Context: an optimization exercise on an open-source flow, tuned for small area, a short achievable clock period and few clock cycles per item. The choices shown serve that exercise and are no tape-out recipe. Function was not checked in any run shown here: the RTL went through the layout flow alone.

File: flow/run.sh
#!/bin/bash
# synth_recipe.tcl (not shown) runs the flow's synth.tcl, then flattens the netlist and writes it again
# the make line also repeats each setting of config.mk as NAME=value (left out here)
make -C /OpenROAD-flow-scripts/flow DESIGN_CONFIG=/design/flow/config.mk WORK_HOME=/design/flow/orfs CLKGATE_MAP_FILE= SYNTH_SCRIPT=/design/flow/synth_recipe.tcl finish
File: flow/config.mk
export PLATFORM = sky130hd
export DESIGN_NAME = b58_encode
export DESIGN_NICKNAME = b58_encode
export VERILOG_FILES = /design/flow/design.v
export SDC_FILE = /design/flow/constraint.sdc
export NUM_CORES = 4
export LEC_CHECK = 0
export CAP_MARGIN = 20
export CORE_MARGIN = 2
export CORE_UTILIZATION = 40
export SLEW_MARGIN = 20
File: flow/design.v
module b58_encode (
    input  wire         clk,
    input  wire         rst,
    input  wire         in_valid,
    output wire         in_ready,
    input  wire [5:0]   in_len,
    input  wire [255:0] in_data,
    output wire         out_valid,
    input  wire         out_ready,
    output wire [7:0]   out_char,
    output wire         out_last
);
    localparam integer N  = 45;           
    localparam integer K  = 4;            
    localparam integer SB = 8 / K;        
    localparam integer SW = 7;               
    function [7:0] alphabet;
        input [5:0] d;
        begin
            if (d < 6'd9)       alphabet = 8'h31 + {2'b00, d};           
            else if (d < 6'd17) alphabet = 8'h41 + {2'b00, d} - 8'd9;    
            else if (d < 6'd22) alphabet = 8'h4A + {2'b00, d} - 8'd17;   
            else if (d < 6'd33) alphabet = 8'h50 + {2'b00, d} - 8'd22;   
            else if (d < 6'd44) alphabet = 8'h61 + {2'b00, d} - 8'd33;   
            else                alphabet = 8'h6D + {2'b00, d} - 8'd44;   
        end
    endfunction
    reg [6*N-1:0] d;
    reg [SW-1:0] s;          
    reg          vld;        
    reg          bdone;      
    reg [5:0]    bz;         
    reg          bnz;        
    reg          rdy;        
    reg          a_act;
    reg [5:0]    fl;         
    reg [5:0]    bnd;        
    reg [5:0]    ones;       
    reg          started;    
    reg          ov, sv;
    reg [7:0]    oc, sc;
    reg          ol, sl;
    assign in_ready  = rdy;
    assign out_valid = ov;
    assign out_char  = oc;
    assign out_last  = ol;
    wire [SW-1:0] last = (in_len == 6'd0) ? {SW{1'b0}} : {in_len - 6'd1, {(SW-6){1'b1}}};
    wire          bfree = (bnd == N[5:0]);
    wire          en = vld && !bdone && (bfree || ({1'b0, s} + 2 <= {1'b0, bnd}));
    wire [K-1:0]  chunk = (in_len == 6'd0) ? {K{1'b0}} :
                          in_data[K * (s ^ (SB - 1)) +: K];
    wire [5:0]    top = d[6*(N-1) +: 6];
    wire          space = !sv;
    wire          anyd  = a_act && !bfree;
    wire          flush = (fl != 6'd0);        
    wire          skip  = anyd && !flush && !started && (top == 6'd0);
    wire          emitd = anyd && !flush && (ones == 6'd0) && !skip && space;
    wire          shift = flush || skip || emitd;
    wire          emit1 = a_act && (ones != 6'd0) && space;
    wire          emitt = a_act && bfree && (ones == 6'd0) && space;
    wire          prod  = emit1 || emitd || emitt;
    wire [7:0]    pc    = emit1 ? 8'h31 : emitd ? alphabet(top) : 8'h00;
    wire          pl    = emitt;
    wire          xfer  = bdone && !a_act;
    function [5:0] dbl;          
        input [5:0] v;
        reg c, k2, k3, k4;
        begin
            c  = v[5] | (v[4] & v[3] & v[2] & (v[1] | v[0]));
            k2 = c & (v[1] | v[0]);
            k3 = k2 & v[2];
            k4 = k3 & v[3];
            dbl = {c, v[4] ^ k4, v[3] ^ k3, v[2] ^ k2, v[1] ^ (c & ~v[0]), v[0] ^ c};
        end
    endfunction
    reg [6*N-1:0] dab;
    reg [5:0]     t;
    reg           cin;
    integer p, k;
    always @* begin
        dab = d;
        for (k = K - 1; k >= 0; k = k - 1) begin
            cin = chunk[k];
            for (p = 0; p < N; p = p + 1) begin
                t = dbl(dab[6*p +: 6]);
                dab[6*p +: 6] = {t[4:0], cin};
                cin = t[5];
            end
        end
    end
    reg [6*N-1:0] dn;
    always @* begin
        for (p = 0; p < N; p = p + 1) begin
            if (p >= bnd) begin
                if (shift)
                    dn[6*p +: 6] = (p == 0) ? 6'd0 : d[6*(p-1) +: 6];
                else
                    dn[6*p +: 6] = d[6*p +: 6];
            end else begin
                dn[6*p +: 6] = en ? dab[6*p +: 6] : d[6*p +: 6];
            end
        end
    end
    wire          fin = rdy;                     
    wire [SW-1:0] s_n = fin ? {SW{1'b0}} : en ? s + 1'b1 : s;
    wire          vld_n = in_valid && !fin;
    wire          bdone_n = fin || (bdone && !xfer);
    wire [5:0]    bnd_n = xfer ? 6'd0 : shift ? bnd + 6'd1 : bnd;
    wire          en_n  = vld_n && !bdone_n &&
                          ((bnd_n == N[5:0]) || ({1'b0, s_n} + 2 <= {1'b0, bnd_n}));
    wire          rdy_n = en_n && (s_n == last);
    wire          s0    = (s == {SW{1'b0}});
    wire          nz_n  = (s0 ? 1'b0 : bnz) || (chunk != {K{1'b0}});
    wire          bend  = (s[SW-7:0] == {(SW-6){1'b1}});    
    wire [5:0]    bz_b  = s0 ? 6'd0 : bz;
    always @(posedge clk) begin
        d <= dn;
        if (rst) begin
            s <= {SW{1'b0}};
            vld <= 1'b0;
            bdone <= 1'b0;
            rdy <= 1'b0;
            a_act <= 1'b0;
            fl <= N[5:0];
            bnd <= 6'd0;
            ov <= 1'b0;
            sv <= 1'b0;
        end else begin
            s <= s_n;
            vld <= vld_n;
            bdone <= bdone_n;
            rdy <= rdy_n;
            if (en) begin
                bnz <= nz_n;
                bz  <= (bend && !nz_n && in_len != 6'd0) ? bz_b + 6'd1 : bz_b;
            end
            if (flush)
                fl <= fl - 6'd1;
            if (xfer) begin
                a_act <= 1'b1;
                ones <= bz;
                started <= 1'b0;
            end else begin
                if (emit1) ones <= ones - 6'd1;
                if (emitd) started <= 1'b1;
                if (emitt) a_act <= 1'b0;
            end
            bnd <= bnd_n;
            if (!ov || out_ready) begin
                if (sv) begin
                    ov <= 1'b1; oc <= sc; ol <= sl;
                    sv <= 1'b0;
                end else begin
                    ov <= prod; oc <= pc; ol <= pl;
                end
            end else if (prod) begin
                sv <= 1'b1; sc <= pc; sl <= pl;
            end
        end
    end
endmodule
File: flow/constraint.sdc
create_clock -name core_clock -period 12.0 [get_ports {clk}]
set_input_delay 2.4000 -clock core_clock [delete_from_list [all_inputs] [get_ports {clk}]]
set_output_delay 2.4000 -clock core_clock [all_outputs]
set_load 0.01 [all_outputs]
==> metrics.md, run 1 <==
| Metric | Value |
|---|---|
| Outcome | `complete, no violations` |
| CTS tree | `yes` |
| Unrepaired setup endpoints after global routing | `false` |
| Vias in the first global route | `24,660` |
| I/O Pins | `277` |
| Final antenna-violating net count | `0` |
| Period Utilization, post-route | `0.6055` |
| Clock sink count | `327` |
| CP Class | `in -> reg` |
| Die X | `287.7 um` |
| Port-buffer cells | `276` |
| Most frequent cells in the layout | `ha_1 (571), nand2_1 (310), edfxtp_1 (302)` |
| Dpl hpwl | `64,290 um` |
| Hold WC Path Type | `reg -> reg` |
| Gates resized, CTS repair | `0` |
| Post-route insts no fill | `4,582` |
| Worst R2R Start | `s[0]` |
| Cells after DPL | `4,516` |
| ANT cells | `0` |
| H-tree levels | `2` |
| Hold Crit Start | `fl[4]` |
| Clock latency on the worst-skew pair | `0.57 ns` |
| Crit-path max FO | `5` |
| Cells after synthesis | `3,248` |
| CP endpoint kind | `flop` |
| Final nets | `4,335` |
| Critical Path RT | `12.31 ns` |
| Core area | `0.08016 mm2` |
| Wirelength per Cell | `17.65 um` |
| Setup TNS | `0 ns` |
| EDFF count, synth | `302` |
| Commonest non-fill, non-tap cell in the layout | `ha_1` |
| CP max stage delay | `0.53 ns` |
| Number of hold buffers added after CTS | `0` |
| Hold worst-path end | `fl[4]` |
| Clk slew on worst S/H paths | `0.06 ns` |
| CP Cell Sequence | `clkdlybuf4s50_1, mux4_2, nor3b_1, o41ai_1, a41oi_1, nand2_1, a21oi_1, nor2b_1, a21oi_1, ha_1, ha_1, and3_1, o31a_1, nor2_1, a21oi_1, ha_1, ha_1, a41o_1, and2_1, ha_1, ha_1, nor2b_1` |
| Via count | `24,650` |
| Initial core utilization | `0.4016` |
| Ys flop type | `edfxtp_1` |
| Max Transition Viols Final | `0` |
| Top cells by area, synth | `edfxtp_1 (28%), ha_1 (22%), xor2_1 (6.8%)` |
| Pin count of the biggest net entering global routing | `41` |
| Grt ovf | `0` |
| Placer Congestion | `0.8391` |
| Worst-case reg-to-reg path depth | `22` |
| # fillers | `7,542` |
| Sequential share of the synthesized area | `0.2973` |
| CP Launch Type | `primary input` |
| R2R setup slack | `5.40 ns` |
| Syn-to-layout area delta | `16.17%` |
| Rows | `104` |
| Hold Path Cell Cnt | `2` |
| Top cell type's share of synthesized area | `0.2817` |
| Initial antenna violation count | `1` |
| Syn_area_per_cell | `9.911 um2` |
| Maxcap violations | `0` |
| Clock root buffer | `clkbuf_16` |
| Setup Fix Bufs, Post-CTS | `0` |
| DIE AREA | `0.08276 mm2` |
| Tmin final | `7.266 ns` |
| Crit-path slowest cell | `clkdlybuf4s50_1` |
| Worst slew margin | `0.3016` |
| Most area-hungry cell type in the Yosys netlist | `edfxtp_1` |
| GRT Total Usage | `0.1972` |
| Synthesized Nets | `4,085` |
| Worst slew pin tran | `1.048 ns` |
| Yosys cell types | `71` |
| Netlist area before placement | `0.03219 mm2` |
| Routed wire length | `80,850 um` |
| Maximum clock rate | `137.6 MHz` |
| Drc violations | `0` |
| Crit Reg-Reg Endpoint | `d[4]` |
| DR iter-0 viols | `1,530` |
| Warning count from the yosys run | `1` |
| Final setup vio count | `0` |
| First-pass DRT Iterations | `5` |
| Cell mode on critical path | `ha_1` |
| Setup Skew | `0.04186 ns` |
| First-pass GRT wire length | `132,200 um` |
| Final hold viol count | `0` |
| Die height | `287.7 um` |
| Via density | `5.379` |
| TritonCTS buffer count | `40` |
| Number of synthesized register bits | `327` |
| Fraction of layout cells with a size suffix above 1 | `0.08319` |
| Clock Path Buffers | `3` |
| Asr flop ratio synth | `0` |
| Arr. time, crit path | `7.57 ns` |
## stage by stage
step           hold WS, ns  instance area (um2)    util  setup slack [ns]
3_3_place_gp        0.4671                36090  0.4503             4.218
3_5_place_dp        0.4651                36100  0.4504             4.128
4_1_cts             0.4936                37390  0.4665             4.734
6_report            0.4934                37400  0.4665             4.734
2_1_floorplan       0.4438                32190       -             5.322
5_1_grt             0.5157                37400  0.4665             4.353
## cells by family (layout without fill, tap and decap cells)
group / count (synthesis) / count (layout) / share of synthesized area
AOI/OAI and AO/OA: 651 / 651 / 0.1313
xor gates and xnor gates: 391 / 391 / 0.1064
adders and majority gates: 571 / 571 / 0.2219
buffers and inverters: 347 / 621 / 0.04155
DFF: 327 / 327 / 0.2973
muxes: 210 / 210 / 0.09628
and+or+nand+nor: 751 / 751 / 0.1053
## layer usage
metal  track usage  share of wire  vias up
met5             0        0.00016        -
met3       0.02662          0.041       85
met4       0.03510          0.014        2
met2        0.3294           0.46      390
met1        0.2743           0.48    11690
li1              -              -    12480
## worst max path at each step
| stage | cells after the start | from | endpoint | slack [ns] |
|---|---|---|---|---|
| 5_1_grt | 24 | in_data[99] | d[5] | 4.35 |
| 2_1_floorplan | 22 | in_data[251] | d[4] | 5.32 |
| 3_5_place_dp | 23 | in_data[99] | d[4] | 4.13 |
| 4_1_cts | 23 | in_data[99] | d[4] | 4.73 |
| 3_3_place_gp | 24 | in_data[99] | d[5] | 4.22 |
| 6_report | 22 | in_data[99] | d[4] | 4.73 |
## registers in the layout, summed over array words and instances, names as in the netlist, 6 cells and up
name / count
fl: 6
ones: 6
sc: 8
s: 7
d: 270
bnd: 6
oc: 8
bz: 6
## synth_stat cells, types with 40 or more instances
master and instances:
mux4_2 68, and2_1 40, xnor2_1 140, nand2_1 311, mux2_2 117, nor2_1 214, xor2_1 251, edfxtp_1 302
nand3_1 42, o21ai_0 163, clkbuf_1 78, ha_1 571, a21oi_1 208, inv_1 247, a41oi_1 105
## cell type report
type / instances / area, um2 / share of cell area
inverters: 251 / 942.2 / 0.02519
clock inverters: 23 / 281.5 / 0.007528
multi-input cells: 2574 / 21290 / 0.5693
well taps: 1060 / 1326 / 0.03547
flip-flops and latches: 327 / 9575 / 0.2561
clock buffers: 43 / 1012 / 0.02707
repair buffers: 304 / 2970 / 0.07943
## worst max-delay path, delay by kind of cell
family	cells	cell delay (ns)
AOI/OAI and AO/OA	7	1.37
buffers and inverters	1	0.53
and+or+nand+nor	7	1.36
muxes	1	0.48
adders and majority gates	6	1.43
==> run 2: changes to the inputs <==
--- a/flow/design.v
+++ b/flow/design.v
@@ -46,22 +46,25 @@
     assign out_last  = ol;
     wire [SW-1:0] last = (in_len == 6'd0) ? {SW{1'b0}} : {in_len - 6'd1, {(SW-6){1'b1}}};
     wire          bfree = (bnd == N[5:0]);
-    wire          en = vld && !bdone && (bfree || ({1'b0, s} + 2 <= {1'b0, bnd}));
-    wire [K-1:0]  chunk = (in_len == 6'd0) ? {K{1'b0}} :
-                          in_data[K * (s ^ (SB - 1)) +: K];
+    wire          shift;
+    reg           at_last;   
+    wire          en = vld && !bdone && (bfree || ({1'b0, s} + 2 - shift <= {1'b0, bnd})) &&
+                       (!at_last || rdy);
+    reg  [K-1:0]  chunk;     
     wire [5:0]    top = d[6*(N-1) +: 6];
     wire          space = !sv;
     wire          anyd  = a_act && !bfree;
     wire          flush = (fl != 6'd0);        
     wire          skip  = anyd && !flush && !started && (top == 6'd0);
     wire          emitd = anyd && !flush && (ones == 6'd0) && !skip && space;
-    wire          shift = flush || skip || emitd;
+    assign        shift = flush || skip || emitd;
     wire          emit1 = a_act && (ones != 6'd0) && space;
     wire          emitt = a_act && bfree && (ones == 6'd0) && space;
     wire          prod  = emit1 || emitd || emitt;
     wire [7:0]    pc    = emit1 ? 8'h31 : emitd ? alphabet(top) : 8'h00;
     wire          pl    = emitt;
-    wire          xfer  = bdone && !a_act;
+    wire          fin   = rdy;                   
+    wire          xfer  = (bdone || fin) && !a_act;
     function [5:0] dbl;          
         input [5:0] v;
         reg c, k2, k3, k4;
@@ -101,20 +104,24 @@
             end
         end
     end
-    wire          fin = rdy;                     
     wire [SW-1:0] s_n = fin ? {SW{1'b0}} : en ? s + 1'b1 : s;
     wire          vld_n = in_valid && !fin;
-    wire          bdone_n = fin || (bdone && !xfer);
+    wire          bdone_n = (fin || bdone) && !xfer;
     wire [5:0]    bnd_n = xfer ? 6'd0 : shift ? bnd + 6'd1 : bnd;
     wire          en_n  = vld_n && !bdone_n &&
                           ((bnd_n == N[5:0]) || ({1'b0, s_n} + 2 <= {1'b0, bnd_n}));
     wire          rdy_n = en_n && (s_n == last);
+    wire [K-1:0]  chunk_n = (in_len == 6'd0) ? {K{1'b0}} :
+                            in_data[K * (s_n ^ (SB - 1)) +: K];
     wire          s0    = (s == {SW{1'b0}});
     wire          nz_n  = (s0 ? 1'b0 : bnz) || (chunk != {K{1'b0}});
     wire          bend  = (s[SW-7:0] == {(SW-6){1'b1}});    
     wire [5:0]    bz_b  = s0 ? 6'd0 : bz;
+    wire [5:0]    bz_n  = (bend && !nz_n && in_len != 6'd0) ? bz_b + 6'd1 : bz_b;
     always @(posedge clk) begin
         d <= dn;
+        chunk <= chunk_n;
+        at_last <= (s_n == last);
         if (rst) begin
             s <= {SW{1'b0}};
             vld <= 1'b0;
@@ -132,13 +139,13 @@
             rdy <= rdy_n;
             if (en) begin
                 bnz <= nz_n;
-                bz  <= (bend && !nz_n && in_len != 6'd0) ? bz_b + 6'd1 : bz_b;
+                bz  <= bz_n;
             end
             if (flush)
                 fl <= fl - 6'd1;
             if (xfer) begin
                 a_act <= 1'b1;
-                ones <= bz;
+                ones <= fin ? bz_n : bz;
                 started <= 1'b0;
             end else begin
                 if (emit1) ones <= ones - 6'd1;
==> run 2 against run 1 <==
Effect of this change: critical path depth is 11 higher; die area is 1.8% higher; worst hold slack worse by 0.0014 ns; still clean; register-to-register slack worse by 2.6 ns.
==> metrics.md, run 2 <==
| Metric | Value |
|---|---|
| Port-buffer cells | `276 (unchanged)` |
| Wirelength per Cell | `17.54 um (-0.61%)` |
| Worst slew margin | `0.2713 (-0.03035)` |
| Final hold viol count | `0 (unchanged)` |
| GRT Total Usage | `0.1995 (+0.002293)` |
| Die X | `290.3 um (+0.90%)` |
| CP endpoint kind | `flop` |
| CP Launch Type | `flop` |
| Via density | `5.405 (+0.48%)` |
| I/O Pins | `277 (unchanged)` |
| Core area | `0.08081 mm2 (+0.81%)` |
| Placed cell area | `0.03654 mm2 (+1.2%)` |
| Clk slew on worst S/H paths | `0.06 ns (about the same)` |
| Placer Congestion | `0.9573 (+14%)` |
| Pre-CTS setup slack | `2.823 ns (-1.305 ns)` |
| CP delay by family, top | `compound AO/OA/AOI/OAI gates` |
| Outcome | `complete, no violations` |
| Number of hold buffers added after CTS | `0 (unchanged)` |
| Warning count from the yosys run | `1 (unchanged)` |
| Initial antenna violation count | `1 (unchanged)` |
| Final antenna-violating net count | `0 (unchanged)` |
| H-tree levels | `2 (unchanged)` |
| Count leader, synth | `ha_1` |
| Clock Path Buffers | `3 (unchanged)` |
| Ys flop type | `edfxtp_1` |
| Clock latency on the worst-skew pair | `0.59 ns (+0.02 ns)` |
| Crit-path max FO | `43 (+38)` |
| Commonest cells post-synth | `ha_1 (586), nand2_1 (475), edfxtp_1 (302), a21oi_1 (278)` |
| Synthesized Nets | `4,366 (+6.9%)` |
| Most frequent cells in the layout | `ha_1 (586), nand2_1 (474), edfxtp_1 (302)` |
| Cell mode on critical path | `ha_1` |
| Fraction of layout cells with a size suffix above 1 | `0.06753 (-0.01566)` |
| Clock sink count | `332 (+1.5%)` |
| Grt ovf | `0 (unchanged)` |
| Largest regs | `d (270), oc (8), sc (8)` |
| Hold Crit Start | `fl[5]` |
| Worst slew pin tran | `1.089 ns (+0.04167 ns)` |
| Clock root buffer | `clkbuf_16` |
| First-pass DRT Iterations | `5 (unchanged)` |
| Initial core utilization | `0.4056 (+0.004044)` |
| # fillers | `7,673 (+1.7%)` |
| DIE AREA | `0.08425 mm2 (+1.8%)` |
| Number of synthesized register bits | `332 (+1.5%)` |
| Top cell type's share of synthesized area | `0.2767 (-0.005054)` |
| First-pass GRT wire length | `137,800 um (+4.2%)` |
| Period Utilization, post-route | `0.7645 (+0.1590)` |
| Yosys cell types | `88 (+24%)` |
| Final setup vio count | `0 (unchanged)` |
| Final nets | `4,597 (+6.0%)` |
| Top cells by area, synth | `edfxtp_1 (28%), ha_1 (22%), xor2_1 (6.3%)` |
| Worst Path Buf+Inv | `6 (+5)` |
| Maximum clock rate | `109.0 MHz (-21%)` |
| Worst R2R Start | `d[267]` |
| Asr flop ratio synth | `0 (unchanged)` |
| CP Class | `reg -> reg` |
| Die height | `290.3 um (+0.90%)` |
| Setup TNS | `0 ns (unchanged)` |
| Max Transition Viols Final | `0 (unchanged)` |
| Drc violations | `0 (unchanged)` |
| Routed wire length | `84,830 um (+4.9%)` |
| Pin count of the biggest net entering global routing | `59 (+44%)` |
| Dpl hpwl | `69,020 um (+7.3%)` |
| Gates resized, CTS repair | `0 (unchanged)` |
| EDFF count, synth | `302 (unchanged)` |
| Crit-path slowest cell | `a31oi_2` |
| Netlist area before placement | `0.03278 mm2 (+1.8%)` |
| CP max stage delay | `0.73 ns (+0.20 ns)` |
| CP Launch Point | `d[267]` |
| Vias in the first global route | `26,230 (+6.3%)` |
| Commonest non-fill, non-tap cell in the layout | `ha_1` |
| Maxcap violations | `0 (unchanged)` |
| Critical Path RT | `12.53 ns (+0.22 ns)` |
| DR iter-0 viols | `1,113 (-27%)` |
| Most area-hungry cell type in the Yosys netlist | `edfxtp_1` |
| Via count | `26,140 (+6.1%)` |
| TritonCTS buffer count | `41 (+2.5%)` |
| Fin worst setup slack | `2.826 ns (-1.908 ns)` |
| Sequential share of the synthesized area | `0.2950 (-0.002280)` |
| Largest register FFs | `270 (unchanged)` |
| Rows | `104 (unchanged)` |
| Cells after synthesis | `3,514 (+8.2%)` |
| Largest Register | `d` |
| Tmin final | `9.174 ns (+1.908 ns)` |
| Setup Fix Bufs, Post-CTS | `0 (unchanged)` |
| Setup Skew | `0.03764 ns (-0.004214 ns)` |
| Unrepaired setup endpoints after global routing | `false` |
| CTS tree | `yes` |
| Syn-to-layout area delta | `15.56%` |
| Hold WC Path Type | `reg -> reg` |
| Arr. time, crit path | `9.70 ns (+2.13 ns)` |
| Post-route cell area | `0.03788 mm2 (+1.3%)` |
| Syn_area_per_cell | `9.328 um2 (-5.9%)` |
[run 2: cell types whose count changed after synthesis, sizes merged, moves of 22 or more]
cell     delta
mux4       -68
nor2       -65
a41oi      +37
o21ai      +22
a21oi      +73
mux2       -24
and2       +38
or2        +32
o21a       -22
nor2b      -24
nand2     +168
buf        +25
mux2i      +34
o2111ai    -24
[run 2: kinds of logic (layout without fill, tap and decap cells)]
logic type,after synthesis,in the layout,share of synthesized area
buf+inv,358,620,0.04428
fa+ha+maj,586,586,0.2237
xor+xnor,397,397,0.1061
other cells,0,1,0
compound gates,785,785,0.1557
flops,332,332,0.2950
mux,152,152,0.05058
simple gates,904,904,0.1247
[run 2: worst reg2reg max path: cells and delay by family (launching register included)]
kind                       cells  cell delay [ns]
AOI/OAI and AO/OA             15             3.17
xor gates and xnor gates       1             0.15
adders and majority gates      6             1.91
buffers and inverters          6             2.12
DFF                            1             0.70
and+or+nand+nor                5             1.06
[run 2: through the flow]
stage | hold WS (ns) | utilization | cells
after floorplan | 0.4510 | - | 3514
after global placement | 0.4706 | 0.4521 | 4762
after detailed placement | 0.4747 | 0.4521 | 4762
after CTS | 0.4882 | 0.4686 | 4836
after global routing | 0.5020 | 0.4687 | 4837
final | 0.4920 | 0.4687 | 4837
[run 2: final timing paths]
path	to	slack, ns	cells after the start
worst max-delay path	rdy	2.83	33
worst min-delay path	fl[5]	0.49	1
worst max register to register	rdy	2.83	33
worst min register to register	fl[5]	0.49	1
[run 2: cell type report]
cell class / count / area, um2 / share of cell area
multi-input combinational: 2824 / 21670 / 0.5722
sequential: 332 / 9669 / 0.2553
timing repair buffer: 302 / 2958 / 0.07809
tap: 1060 / 1326 / 0.03501
clock buffer: 49 / 1056 / 0.02788
inverter: 244 / 917.1 / 0.02421
clock inverter: 25 / 275.3 / 0.007267
antenna: 1 / 2.502 / 0.00006607
[run 2: routing by layer]
metal  GRT usage  up-vias  part of all wire  wire length, um
met4     0.06885        0             0.035             2956
met1      0.2423    12200              0.43            36700
met5           0        -                 0                0
met2      0.3598      543              0.49            41640
met3     0.02745      122             0.042             3545
li1            -    13280                 -                -
==> run 3: changes to the inputs <==
--- a/flow/config.mk
+++ b/flow/config.mk
@@ -5,6 +5,7 @@
 export SDC_FILE = /design/flow/constraint.sdc
 export NUM_CORES = 4
 export LEC_CHECK = 0
+export ABC_CLOCK_PERIOD_IN_PS = 3000
 export CAP_MARGIN = 20
 export CORE_MARGIN = 2
 export CORE_UTILIZATION = 40
==> run 3 against run 2 <==
Effect of this change: synthesized cell count did not move; first-iteration DRC count did not move; non-clock buffer count did not move; largest cell class unchanged; highest routed layer unchanged.
==> metrics.md, run 3 <==
| Metric | Value |
|---|---|
| EDFF count, synth | `302 (unchanged)` |
| Number of synthesized register bits | `332 (unchanged)` |
| Warning count from the yosys run | `1 (unchanged)` |
| Count leader, synth | `ha_1` |
| Gates resized, CTS repair | `0 (unchanged)` |
| Worst slew pin tran | `1.089 ns (unchanged)` |
| Outcome | `complete, no violations` |
| Register Area | `0.009669 mm2 (unchanged)` |
| Rows | `104 (unchanged)` |
| Asr flop ratio synth | `0 (unchanged)` |
| Initial antenna violation count | `1 (unchanged)` |
| Hold worst-path end | `fl[5]` |
| Largest family of logic cells by synthesized area | `adder cells` |
| Grt ovf | `0 (unchanged)` |
| Arr. time, crit path | `9.70 ns (about the same)` |
| Crit-path max FO | `43 (unchanged)` |
| Worst-case reg-to-reg path depth | `33 (unchanged)` |
| Clock sink count | `332 (unchanged)` |
| Sequential share of the synthesized area | `0.2950 (unchanged)` |
| Via count | `26,140 (unchanged)` |
| Via density | `5.405 (unchanged)` |
| CP Launch Type | `flop` |
| Wirelength per Cell | `17.54 um (unchanged)` |
| XOR/XNOR Fraction of Synth Area | `0.1061 (unchanged)` |
| Synthesized Nets | `4,366 (unchanged)` |
| Unrepaired setup endpoints after global routing | `false` |
| Top cells by area, synth | `edfxtp_1 (28%), ha_1 (22%), xor2_1 (6.3%)` |
| R2R setup slack | `2.83 ns (about the same)` |
| I/O Pins | `277 (unchanged)` |
| Hold Crit Start | `fl[5]` |
| Clock root buffer | `clkbuf_16` |
| Most frequent cells in the layout | `ha_1 (586), nand2_1 (474), edfxtp_1 (302)` |
| Clock latency on the worst-skew pair | `0.59 ns (about the same)` |
| Die X | `290.3 um (unchanged)` |
| Crit Reg-Reg Endpoint | `rdy` |
| Tmin final | `9.174 ns (unchanged)` |
| Drc violations | `0 (unchanged)` |
| Final setup vio count | `0 (unchanged)` |
| Placer Congestion | `0.9573 (unchanged)` |
| Clk slew on worst S/H paths | `0.06 ns (about the same)` |
| Worst slew margin | `0.2713 (unchanged)` |
| Commonest cells post-synth | `ha_1 (586), nand2_1 (475), edfxtp_1 (302), a21oi_1 (278)` |
| Most area-hungry cell type in the Yosys netlist | `edfxtp_1` |
| Clock Path Buffers | `3 (unchanged)` |
| Multiplexer area fraction after synthesis | `0.05058 (unchanged)` |
| Worst R2R Start | `d[267]` |
| DIE AREA | `0.08425 mm2 (unchanged)` |
| Commonest non-fill, non-tap cell in the layout | `ha_1` |
| Routed wire length | `84,830 um (unchanged)` |
| Die height | `290.3 um (unchanged)` |
| First-pass GRT wire length | `137,800 um (unchanged)` |
| DR iter-0 viols | `1,113 (unchanged)` |
| Period Utilization, post-route | `0.7645 (unchanged)` |
| Simple-gate area share of the yosys netlist | `0.1247 (unchanged)` |
| Yosys cell types | `88 (unchanged)` |
| Final nets | `4,597 (unchanged)` |
| Setup Skew | `0.03764 ns (unchanged)` |
| Final hold viol count | `0 (unchanged)` |
| Core area | `0.08081 mm2 (unchanged)` |
| Cell mode on critical path | `ha_1` |
| Syn_area_per_cell | `9.328 um2 (unchanged)` |
| Hold Path Cell Cnt | `1 (unchanged)` |
| CP max stage delay | `0.73 ns (about the same)` |
| Number of hold buffers added after CTS | `0 (unchanged)` |
| Dpl hpwl | `69,020 um (unchanged)` |
| Max Transition Viols Final | `0 (unchanged)` |
| Critical Path RT | `12.53 ns (about the same)` |
| CP delay by family, top | `compound AO/OA/AOI/OAI gates` |
| Top cell type's share of synthesized area | `0.2767 (unchanged)` |
| CTS tree | `yes` |
| Initial core utilization | `0.4056 (unchanged)` |
| Cells after synthesis | `3,514 (unchanged)` |
| Vias in the first global route | `26,230 (unchanged)` |
| TritonCTS buffer count | `41 (unchanged)` |
| Setup Fix Bufs, Post-CTS | `0 (unchanged)` |
| CP endpoint kind | `flop` |
| CP Class | `reg -> reg` |
| Port-buffer cells | `276 (unchanged)` |
| Maxcap violations | `0 (unchanged)` |
| Area of the multi-input gates | `0.02167 mm2 (unchanged)` |
| Worst Path Buf+Inv | `6 (unchanged)` |
| Hold WC Path Type | `reg -> reg` |
| Largest register FFs | `270 (unchanged)` |
| Setup TNS | `0 ns (unchanged)` |
| Largest Register | `d` |
| Netlist area before placement | `0.03278 mm2 (unchanged)` |
| GRT Total Usage | `0.1995 (unchanged)` |
| Syn-to-layout area delta | `15.56% (unchanged)` |
| Final antenna-violating net count | `0 (unchanged)` |
| Synth Area in Compound Gates | `0.1557 (unchanged)` |
| Ys flop type | `edfxtp_1` |
| First-pass DRT Iterations | `5 (unchanged)` |
| Pin count of the biggest net entering global routing | `59 (unchanged)` |
| Adder-cell share of the synthesized area | `0.2237 (unchanged)` |
| Maximum clock rate | `109.0 MHz (unchanged)` |
| Crit-path slowest cell | `a31oi_2` |
| H-tree levels | `2 (unchanged)` |
| Largest regs | `d (270), oc (8), sc (8)` |
| # fillers | `7,673 (unchanged)` |
| Fraction of layout cells with a size suffix above 1 | `0.06753 (unchanged)` |
run 3: cell counts in the layout (fill, tap and decap cells not counted):
No cell type changed its count.
run 3: worst max-delay path by stage:
stage | startpoint | endpoint | slack (ns) | depth (start not counted)
2_1_floorplan | d[265] | rdy | 5.11 | 38
3_3_place_gp | d[265] | rdy | 2.95 | 35
3_5_place_dp | d[265] | rdy | 2.82 | 35
4_1_cts | d[265] | rdy | 2.79 | 35
5_1_grt | d[267] | rdy | 1.94 | 33
6_report | d[267] | rdy | 2.83 | 33
run 3: kinds of logic after synthesis:
family	count (synthesis)
fa+ha+maj	586
flops	332
buf+inv	358
mux	152
compound gates	785
xor+xnor	397
simple gates	904
run 3: worst reg2reg max path, delay by kind of cell (launching register included):
kind / cells / cell delay (ns)
AO/OA/AOI/OAI: 15 / 3.17
XOR/XNOR: 1 / 0.15
adder cells (fa/ha/maj): 6 / 1.91
buffers and inverters: 6 / 2.12
flip-flops: 1 / 0.70
AND/OR/NAND/NOR: 5 / 1.06
run 3: per-stage QoR:
stage	std cells	area [um2]	setup slack, ns	util	hold WS [ns]
CTS	4836	37870	2.788	0.4686	0.4882
global placement	4762	36540	2.947	0.4521	0.4706
global route	4837	37880	1.936	0.4687	0.5020
floorplan	3514	32780	5.111	-	0.4510
finish	4837	37880	2.826	0.4687	0.4920
detailed placement	4762	36540	2.823	0.4521	0.4747
run 3: cell type report:
class,instances,area share
sequential,332,0.2553
clock buffer,49,0.02788
clock inverter,25,0.007267
multi-input combinational,2824,0.5722
tap,1060,0.03501
antenna,1,0.00006607
timing repair buffer,302,0.07809
inverter,244,0.02421
run 3: per-layer routing:
layer,vias up,global-route usage,share of wire
met5,-,0,0
met4,0,0.06885,0.035
met3,122,0.02745,0.042
met2,543,0.3598,0.49
met1,12200,0.2423,0.43
li1,13280,-,-

==> separate check: timing with driven ports <==
The flow's constraints put no driver on any port. The routed layouts listed below were extracted and timed again, unchanged, in two steps. Step 1 (the two cells are an assumption about what drives the block):
set clk [get_ports {clk}]
set_driving_cell -lib_cell sky130_fd_sc_hd__clkbuf_16 $clk
set_driving_cell -lib_cell sky130_fd_sc_hd__buf_2 [delete_from_list [all_inputs] $clk]
Step 2, shift: input delay + t, output delay - t, t = (earliest + latest rising clock arrival at the registers) / 2. This alone moves slack from input paths to output paths. a / b / c = ideal / step 1 / step 2; a / b = the first two.
run	t, ns	slack for setup (ns)	worst register clock-pin slew, ns
run 1	0.612	4.734 / 4.770 / 4.158	0.07 / 0.07
run 2	0.627	2.826 / 2.826 / 2.826	0.06 / 0.06
run 3	0.627	2.826 / 2.826 / 2.826	0.06 / 0.06
After both steps every run listed still meets setup and hold. For run 1, which loses most, drivers alone change the setup slack by +0.036 ns; drivers and shift together by -0.576 ns.
